Source: an optimization exercise on an open RTL-to-GDS flow (aim: small area, a short achievable clock period and few clock cycles). Production flows keep margins and buffers that such runs may drop. The RTL was checked by simulation tests, not by an equivalence proof against the original design. Power is estimated from default activity; no workload was simulated.

== job 102 ==
==> flow/design.v <==
module ota_core (
    input  wire        clk,
    input  wire        rst,
    input  wire        cmd_valid,
    output reg         cmd_ready,
    input  wire [2:0]  cmd_op,
    input  wire [31:0] cmd_arg,
    input  wire        in_valid,
    output reg         in_ready,
    input  wire [7:0]  in_data,
    output reg         rsp_valid,
    output reg  [31:0] rsp_data,
    output reg         out_valid,
    output reg  [7:0]  out_data,
    output reg         dict_we,
    output reg  [10:0] dict_waddr,
    output reg  [7:0]  dict_wdata,
    output reg  [10:0] dict_raddr,
    input  wire [7:0]  dict_rdata
);
    localparam [31:0] MAGIC_DEFAULT = 32'h45535033;
    localparam [2:0] OP_CFG_MAGIC = 3'd1;
    localparam [2:0] OP_START     = 3'd2;
    localparam [2:0] OP_POLL      = 3'd3;
    localparam [2:0] OP_PROGRESS  = 3'd4;
    localparam [2:0] OP_VERIFY    = 3'd5;
    localparam [2:0] OP_RELEASE   = 3'd6;
    localparam [31:0] RES_INPROGRESS = 32'd0;
    localparam [31:0] RES_DONE       = 32'd1;
    localparam [31:0] ERR_HDR_LENGTH = -32'sd8;
    localparam [31:0] ERR_HDR_MAGIC  = -32'sd9;
    localparam [31:0] ERR_CHECKSUM   = -32'sd10;
    localparam [31:0] ERR_DOWNLOAD   = -32'sd11;
    localparam [2:0] ST_IDLE      = 3'd0;
    localparam [2:0] ST_HEADER    = 3'd1;
    localparam [2:0] ST_FILE      = 3'd2;
    localparam [2:0] ST_COMPLETED = 3'd3;
    localparam [2:0] ST_MAGIC     = 3'd4;
    localparam [2:0] ST_ERROR     = 3'd5;
    reg [2:0]  st;
    reg        err_is_len;
    reg [31:0] magic_cfg;
    reg [32:0] rem;              
    reg [31:0] written;          
    reg        wrapped;          
    reg        wr_inc;           
    reg [31:0] crc;
    reg [31:0] hdr_crc;
    reg [4:0]  hdr_fill;
    reg        len_ok, mag_ok, lborrow;
    reg [31:0] cl;               
    reg [7:0]  b0, b1;           
    reg        v0, v1;
    reg [30:0] bitq;             
    reg [4:0]  bitcnt;
    reg [1:0]  nopp;             
    reg        rd_act;           
    reg        a_lit;            
    reg [3:0]  cnt;              
    reg        last;             
    reg        dv;               
    reg        d_lit;            
    reg [10:0] dp;               
    reg        go;               
    reg [2:0]  op_r;             
    reg        busy;             
    reg [31:0] crc_next;
    integer i;
    always @* begin
        crc_next = crc ^ {24'd0, b0};
        for (i = 0; i < 8; i = i + 1)
            crc_next = crc_next[0] ? ((crc_next >> 1) ^ 32'hEDB88320) : (crc_next >> 1);
    end
    wire active  = (st == ST_HEADER) || (st == ST_FILE) || (st == ST_COMPLETED);
    wire in_file = (st == ST_FILE);
    wire in_hdr  = (st == ST_HEADER);
    wire full_ok = bitq[30] ? (bitcnt >= 5'd9)  : (bitcnt >= 5'd16);
    wire part_ok = bitq[30] ? (bitcnt >= 5'd17) : (bitcnt >= 5'd24);
    wire tp      = (nopp != 2'd0) && full_ok;
    wire take    = tp && (!rd_act || last);
    wire [1:0] nopp_a = !full_ok ? 2'd0 :
                        take     ? {1'b0, nopp[1] && part_ok} :
                        (nopp[1] && !part_ok) ? 2'd1 : nopp;
    wire feed    = v0 && in_file && !nopp_a[1];
    wire ib_go   = v0 && (!in_file || !nopp_a[1]);
    wire cmd_fire = cmd_valid && cmd_ready;
    wire idle     = !go && !busy;    
    wire in_fire  = in_valid && in_ready;
    wire do_start = go && (op_r == OP_START) && !active;
    wire do_poll  = go && (op_r == OP_POLL);
    reg         took;
    wire        cl_eq0 = (cl == 32'd0);
    wire        cl_eq1 = (cl == 32'd1);
    wire        cl_eq2 = (cl == 32'd2);
    wire        more   = !(took ? cl_eq1 : cl_eq0);
    function [32:0] pfx_and;
        input [32:0] x;
        integer j, l;
        begin
            pfx_and = x;
            for (l = 0; l < 6; l = l + 1)
                for (j = 0; j < 33; j = j + 1)
                    if (j & (1 << l))
                        pfx_and[j] = pfx_and[j] & pfx_and[((j >> l) << l) - 1];
        end
    endfunction
    wire [32:0] cl_p  = pfx_and({1'b1, ~cl});
    wire [31:0] cl_z  = {cl_p[30:0], 1'b1};
    wire [32:0] rem_p = pfx_and(~rem);
    wire [32:0] rem_z = {rem_p[31:0], 1'b1};
    wire [32:0] wr_p  = pfx_and({1'b1, written});
    wire [31:0] wr_z  = {wr_p[30:0], 1'b1};
    wire poll_end = busy && !more && !v0 && !tp && !rd_act;
    wire       fwd     = wr_inc && (dp == written[10:0]);
    wire       wr_done = wrapped || (dp < written[10:0]);
    wire       s_lit   = d_lit;
    wire       s_fwd   = !d_lit && fwd;
    wire       s_ram   = !d_lit && !fwd && wr_done;
    wire       s_spc   = !d_lit && !fwd && !wr_done && (dp >= 11'd17);
    wire [7:0] dbyte   = ({8{s_lit}} & dp[7:0]) | ({8{s_fwd}} & out_data) |
                         ({8{s_ram}} & dict_rdata) | {2'b00, s_spc, 5'b00000};
    wire [38:0] ins   = {b0, 31'd0} >> bitcnt;
    wire [38:0] qx    = {bitq, 8'd0} | (feed ? ins : 39'd0);
    wire [30:0] q_n   = !take ? qx[38:8] : (bitq[30] ? qx[29:0] << 1 : qx[22:0] << 8);
    wire [4:0]  c_n   = !take ? (feed ? bitcnt + 5'd8 : bitcnt) :
                        bitq[30] ? (feed ? bitcnt - 5'd1 : bitcnt - 5'd9) :
                                   (feed ? bitcnt - 5'd8 : bitcnt - 5'd16);
    wire [7:0] rbyte = rem[8*hdr_fill[1:0] +: 8];
    wire [8:0] ldiff = {1'b0, rbyte} - {1'b0, (hdr_fill[1:0] == 2'd0) ? 8'd8 : {7'd0, lborrow}};
    wire v1_n   = (v1 && !ib_go) || (v0 && in_fire && !ib_go);
    wire more_n = in_fire ? !(took ? cl_eq2 : cl_eq1) : more;
    wire [31:0] written_n = written ^ ({32{wr_inc}} & wr_z);
    wire       r_wr  = (op_r == OP_PROGRESS) && active;
    reg  [4:0] r_code;
    always @* begin
        r_code = ERR_DOWNLOAD[4:0];
        if (busy) begin
            case (st)
            ST_HEADER:    r_code = RES_INPROGRESS[4:0];
            ST_COMPLETED: r_code = RES_DONE[4:0];
            ST_FILE:      r_code = (rem == 33'd20) ? RES_DONE[4:0] :
                                   (rem[32] || rem[31:0] < 32'd20) ? ERR_DOWNLOAD[4:0] :
                                   RES_INPROGRESS[4:0];
            ST_MAGIC:     r_code = ERR_HDR_MAGIC[4:0];
            ST_ERROR:     r_code = err_is_len ? ERR_HDR_LENGTH[4:0] : ERR_DOWNLOAD[4:0];
            default:      r_code = ERR_DOWNLOAD[4:0];
            endcase
        end else begin
            case (op_r)
            OP_CFG_MAGIC: r_code = active ? ERR_DOWNLOAD[4:0] : RES_DONE[4:0];
            OP_PROGRESS, OP_VERIFY: begin
                if (st == ST_MAGIC)
                    r_code = ERR_HDR_MAGIC[4:0];
                else if (st == ST_ERROR)
                    r_code = err_is_len ? ERR_HDR_LENGTH[4:0] : ERR_DOWNLOAD[4:0];
                else if (op_r == OP_VERIFY && st == ST_COMPLETED)
                    r_code = (~crc == hdr_crc) ? RES_DONE[4:0] : ERR_CHECKSUM[4:0];
                else
                    r_code = ERR_DOWNLOAD[4:0];
            end
            OP_RELEASE:   r_code = RES_DONE[4:0];
            default:      r_code = ERR_DOWNLOAD[4:0];
            endcase
        end
    end
    always @* begin
        rsp_data   = cl;
        dict_we    = out_valid;
        dict_wdata = out_data;
        dict_waddr = written[10:0];
    end
    always @(posedge clk) begin
        if (rst) begin
            st        <= ST_IDLE;
            cmd_ready <= 1'b1;
            go        <= 1'b0;
            busy      <= 1'b0;
            in_ready  <= 1'b0;
            magic_cfg <= MAGIC_DEFAULT;
            rsp_valid <= 1'b0;
            out_valid <= 1'b0;
            v0        <= 1'b0;
            v1        <= 1'b0;
            nopp      <= 2'd0;
            rd_act    <= 1'b0;
            dv        <= 1'b0;
        end else begin
            go        <= cmd_fire;
            rsp_valid <= go ? (op_r != OP_POLL) : poll_end;
            cmd_ready <= cmd_ready ? !cmd_valid : (go ? (op_r != OP_POLL) : poll_end);
            busy      <= busy ? !poll_end : do_poll;
            if (go && op_r == OP_CFG_MAGIC && !active)
                magic_cfg <= cl;
            if (do_start)
                st <= ST_HEADER;
            else if (go && op_r == OP_RELEASE)
                st <= ST_IDLE;
            else if (ib_go && in_hdr && hdr_fill == 5'd19)
                st <= (!len_ok || lborrow) ? ST_ERROR : (!mag_ok ? ST_MAGIC : ST_FILE);
            else if (poll_end && in_file && (rem == 33'd20))
                st <= ST_COMPLETED;
            else if (poll_end && in_file && (rem[32] || rem[31:0] < 32'd20))
                st <= ST_ERROR;
            if (cmd_fire)
                in_ready <= 1'b1;
            else
                in_ready <= (busy || do_poll) && more_n && !v1_n;
            v0 <= ib_go ? (v1 || in_fire) : (v0 || in_fire);
            v1 <= v1_n;
            if (do_start)
                nopp <= 2'd0;
            else if (in_file)
                nopp <= nopp_a + {1'b0, feed};
            rd_act    <= take || (rd_act && !last);
            dv        <= rd_act;
            out_valid <= dv;
        end
    end
    always @(posedge clk) begin
        if (idle)
            op_r <= cmd_op;
        if (idle)
            cl <= cmd_arg;
        else if ((go && !(op_r == OP_POLL || (op_r == OP_START && !active))) || poll_end)
            cl <= (go && r_wr) ? written_n : {{27{r_code[4]}}, r_code};
        else
            cl <= cl ^ ({32{took}} & cl_z);       
        took <= in_fire;
        if (ib_go || !v0)
            b0 <= v1 ? b1 : in_data;
        if (!v1)
            b1 <= in_data;
        if (poll_end && in_file)
            err_is_len <= 1'b0;
        if (do_start) begin
            rem      <= {1'b0, cl};
            crc      <= 32'hFFFFFFFF;
            hdr_fill <= 5'd0;
            len_ok   <= 1'b1;
            mag_ok   <= 1'b1;
            lborrow  <= 1'b0;
        end else begin
            if (ib_go && in_file)
                rem <= rem ^ rem_z;                              
            if (ib_go && in_hdr) begin
                hdr_fill <= hdr_fill + 5'd1;
                if (hdr_fill[4:2] == 3'd0) begin
                    len_ok  <= len_ok && (b0 == ldiff[7:0]);
                    lborrow <= ldiff[8];
                end
                if (hdr_fill[4:2] == 3'd1)
                    hdr_crc <= {b0, hdr_crc[31:8]};
                if (hdr_fill[4:2] == 3'd2)
                    mag_ok <= mag_ok && (b0 == magic_cfg[8*hdr_fill[1:0] +: 8]);
                if (hdr_fill >= 5'd8)
                    crc <= crc_next;
                if (hdr_fill == 5'd19)
                    err_is_len <= 1'b1;
            end else if (ib_go && in_file) begin
                crc <= crc_next;
            end
        end
        if (do_start) begin
            bitq   <= 31'd0;
            bitcnt <= 5'd0;
        end else begin
            bitq   <= q_n;
            bitcnt <= c_n;
        end
        if (take) begin
            a_lit      <= bitq[30];
            dict_raddr <= bitq[30] ? {3'd0, bitq[29:22]} : bitq[29:19] + 11'd17;
            cnt        <= bitq[18:15];
            last       <= bitq[30];
        end else begin
            a_lit      <= 1'b0;
            dict_raddr <= dict_raddr + 11'd1;
            cnt        <= cnt - 4'd1;
            last       <= (cnt == 4'd0);
        end
        d_lit    <= a_lit;
        dp       <= dict_raddr;
        out_data <= dbyte;
        written  <= do_start ? 32'd0 : written_n;
        wrapped  <= do_start ? 1'b0 : (wrapped || (wr_inc && written[10:0] == 11'd2047));
        wr_inc   <= dv;
    end
endmodule
export LEC_CHECK = 0
export CAP_MARGIN = 20
export CORE_MARGIN = 2
export CORE_UTILIZATION = 40
export SLEW_MARGIN = 20
create_clock -name core_clock -period 10.0 [get_ports {clk}]
standard.sh (not shown) runs the stock make flow with config.mk's settings and CLKGATE_MAP_FILE= SYNTH_SCRIPT=/design/flow/synth_recipe.tcl, a recipe that flattens the netlist after the stock synthesis.
==> flow/flow/run.sh <==
#!/bin/bash
set -euo pipefail
bash standard.sh SETUP_SLACK_MARGIN=6.95 finish > standard_flow.log 2>&1
Job 102 was carried through to the last stage, and its layout satisfied the timing, design-rule and antenna checks.
Testbench counts of job 102, summed over its fixed seeds: cycles 130,440.
Input-level comparison between job 101 and job 102:
--- a/flow/design.v
+++ b/flow/design.v
@@ -41,11 +41,10 @@
     reg        err_is_len;
     reg [31:0] magic_cfg;
     reg [32:0] rem;              
     reg [31:0] written;          
     reg        wrapped;          
-    reg        wr_inc;           
     reg [31:0] crc;
     reg [31:0] hdr_crc;
     reg [4:0]  hdr_fill;
     reg        len_ok, mag_ok, lborrow;
     reg [31:0] cl;               
@@ -54,11 +53,11 @@
     reg [30:0] bitq;             
     reg [4:0]  bitcnt;
     reg [1:0]  nopp;             
     reg        rd_act;           
     reg        a_lit;            
-    reg [3:0]  cnt;              
+    reg [4:0]  cnt;              
     reg        last;             
     reg        dv;               
     reg        d_lit;            
     reg [10:0] dp;               
     reg        go;               
@@ -82,11 +81,10 @@
                         take     ? {1'b0, nopp[1] && part_ok} :
                         (nopp[1] && !part_ok) ? 2'd1 : nopp;
     wire feed    = v0 && in_file && !nopp_a[1];
     wire ib_go   = v0 && (!in_file || !nopp_a[1]);
     wire cmd_fire = cmd_valid && cmd_ready;
-    wire idle     = !go && !busy;    
     wire in_fire  = in_valid && in_ready;
     wire do_start = go && (op_r == OP_START) && !active;
     wire do_poll  = go && (op_r == OP_POLL);
     reg         took;
     wire        cl_eq0 = (cl == 32'd0);
@@ -109,11 +107,11 @@
     wire [32:0] rem_p = pfx_and(~rem);
     wire [32:0] rem_z = {rem_p[31:0], 1'b1};
     wire [32:0] wr_p  = pfx_and({1'b1, written});
     wire [31:0] wr_z  = {wr_p[30:0], 1'b1};
     wire poll_end = busy && !more && !v0 && !tp && !rd_act;
-    wire       fwd     = wr_inc && (dp == written[10:0]);
+    wire       fwd     = out_valid && (dp == written[10:0]);
     wire       wr_done = wrapped || (dp < written[10:0]);
     wire       s_lit   = d_lit;
     wire       s_fwd   = !d_lit && fwd;
     wire       s_ram   = !d_lit && !fwd && wr_done;
     wire       s_spc   = !d_lit && !fwd && !wr_done && (dp >= 11'd17);
@@ -127,11 +125,11 @@
                                    (feed ? bitcnt - 5'd8 : bitcnt - 5'd16);
     wire [7:0] rbyte = rem[8*hdr_fill[1:0] +: 8];
     wire [8:0] ldiff = {1'b0, rbyte} - {1'b0, (hdr_fill[1:0] == 2'd0) ? 8'd8 : {7'd0, lborrow}};
     wire v1_n   = (v1 && !ib_go) || (v0 && in_fire && !ib_go);
     wire more_n = in_fire ? !(took ? cl_eq2 : cl_eq1) : more;
-    wire [31:0] written_n = written ^ ({32{wr_inc}} & wr_z);
+    wire [31:0] written_n = written ^ ({32{out_valid}} & wr_z);
     wire       r_wr  = (op_r == OP_PROGRESS) && active;
     reg  [4:0] r_code;
     always @* begin
         r_code = ERR_DOWNLOAD[4:0];
         if (busy) begin
@@ -215,13 +213,13 @@
             dv        <= rd_act;
             out_valid <= dv;
         end
     end
     always @(posedge clk) begin
-        if (idle)
+        if (cmd_ready)
             op_r <= cmd_op;
-        if (idle)
+        if (cmd_ready)
             cl <= cmd_arg;
         else if ((go && !(op_r == OP_POLL || (op_r == OP_START && !active))) || poll_end)
             cl <= (go && r_wr) ? written_n : {{27{r_code[4]}}, r_code};
         else
             cl <= cl ^ ({32{took}} & cl_z);       
@@ -268,21 +266,20 @@
             bitcnt <= c_n;
         end
         if (take) begin
             a_lit      <= bitq[30];
             dict_raddr <= bitq[30] ? {3'd0, bitq[29:22]} : bitq[29:19] + 11'd17;
-            cnt        <= bitq[18:15];
+            cnt        <= bitq[30] ? 5'd0 : {1'b0, bitq[18:15]} + 5'd1;
             last       <= bitq[30];
         end else begin
             a_lit      <= 1'b0;
             dict_raddr <= dict_raddr + 11'd1;
-            cnt        <= cnt - 4'd1;
-            last       <= (cnt == 4'd0);
+            cnt        <= cnt - 5'd1;
+            last       <= (cnt == 5'd1);
         end
         d_lit    <= a_lit;
         dp       <= dict_raddr;
         out_data <= dbyte;
         written  <= do_start ? 32'd0 : written_n;
-        wrapped  <= do_start ? 1'b0 : (wrapped || (wr_inc && written[10:0] == 11'd2047));
-        wr_inc   <= dv;
+        wrapped  <= do_start ? 1'b0 : (wrapped || (out_valid && written[10:0] == 11'd2047));
     end
 endmodule
Results
Between job 102 and job 101, clock group share of total power decreased.
Summary of job 101 over job 102: number of buffers inserted by post-CTS setup repair saw an increase, mean area per synthesized cell saw an increase, power saw an increase.
Relative to job 102, signed area change from the synthesized netlist to the final layout has decreased by 0.62 points in job 101.
Diff job 102 -> job 101 | full die area | up slightly
For sequential share of layout area, job 101 and job 102 come out practically identical.
Compared with job 102, in job 101 simple-gate share of the synthesized area went down, post-layout minimum cycle time lost 0.0052 ns, via total after detailed routing went up by 43.
Job 102 has lower post-layout worst setup margin than job 101.
Between job 102 and job 101, the cell area does not differ in any meaningful way.
Job 101 vs job 102, final wirelength went up by about 0.46%.
Testbench counts of job 101, summed over its fixed seeds: cycles 130,440.

-- static timing again, ports no longer ideal --
The flow's constraints put no driver on any port. The routed layouts listed below were extracted and timed again, unchanged, in two steps. Step 1: set_driving_cell puts a clkbuf_16 on clk and a buf_2 on each other input, an assumption about the parent block. Step 2 times the ports against the registers' clock, not the clock port: input delays grow and output delays shrink by t, the midpoint of the rising clock arrivals with the driver on. a / b / c = no drivers / after step 1 / after step 2; a / b = the first two.
run	t (ns)	slack for setup (ns)	hold WS [ns]	cell pins on the clock port's net
job 102	0.599	6.965 / 6.910 / 6.490	0.334 / 0.334 / 0.334	1
job 101	0.571	6.970 / 6.917 / 6.584	0.353 / 0.353 / 0.353	1
After both steps setup and hold are still met in every run listed. The setup slack of job 102, which loses most, moves by -0.055 ns with the drivers and by -0.475 ns with both steps.
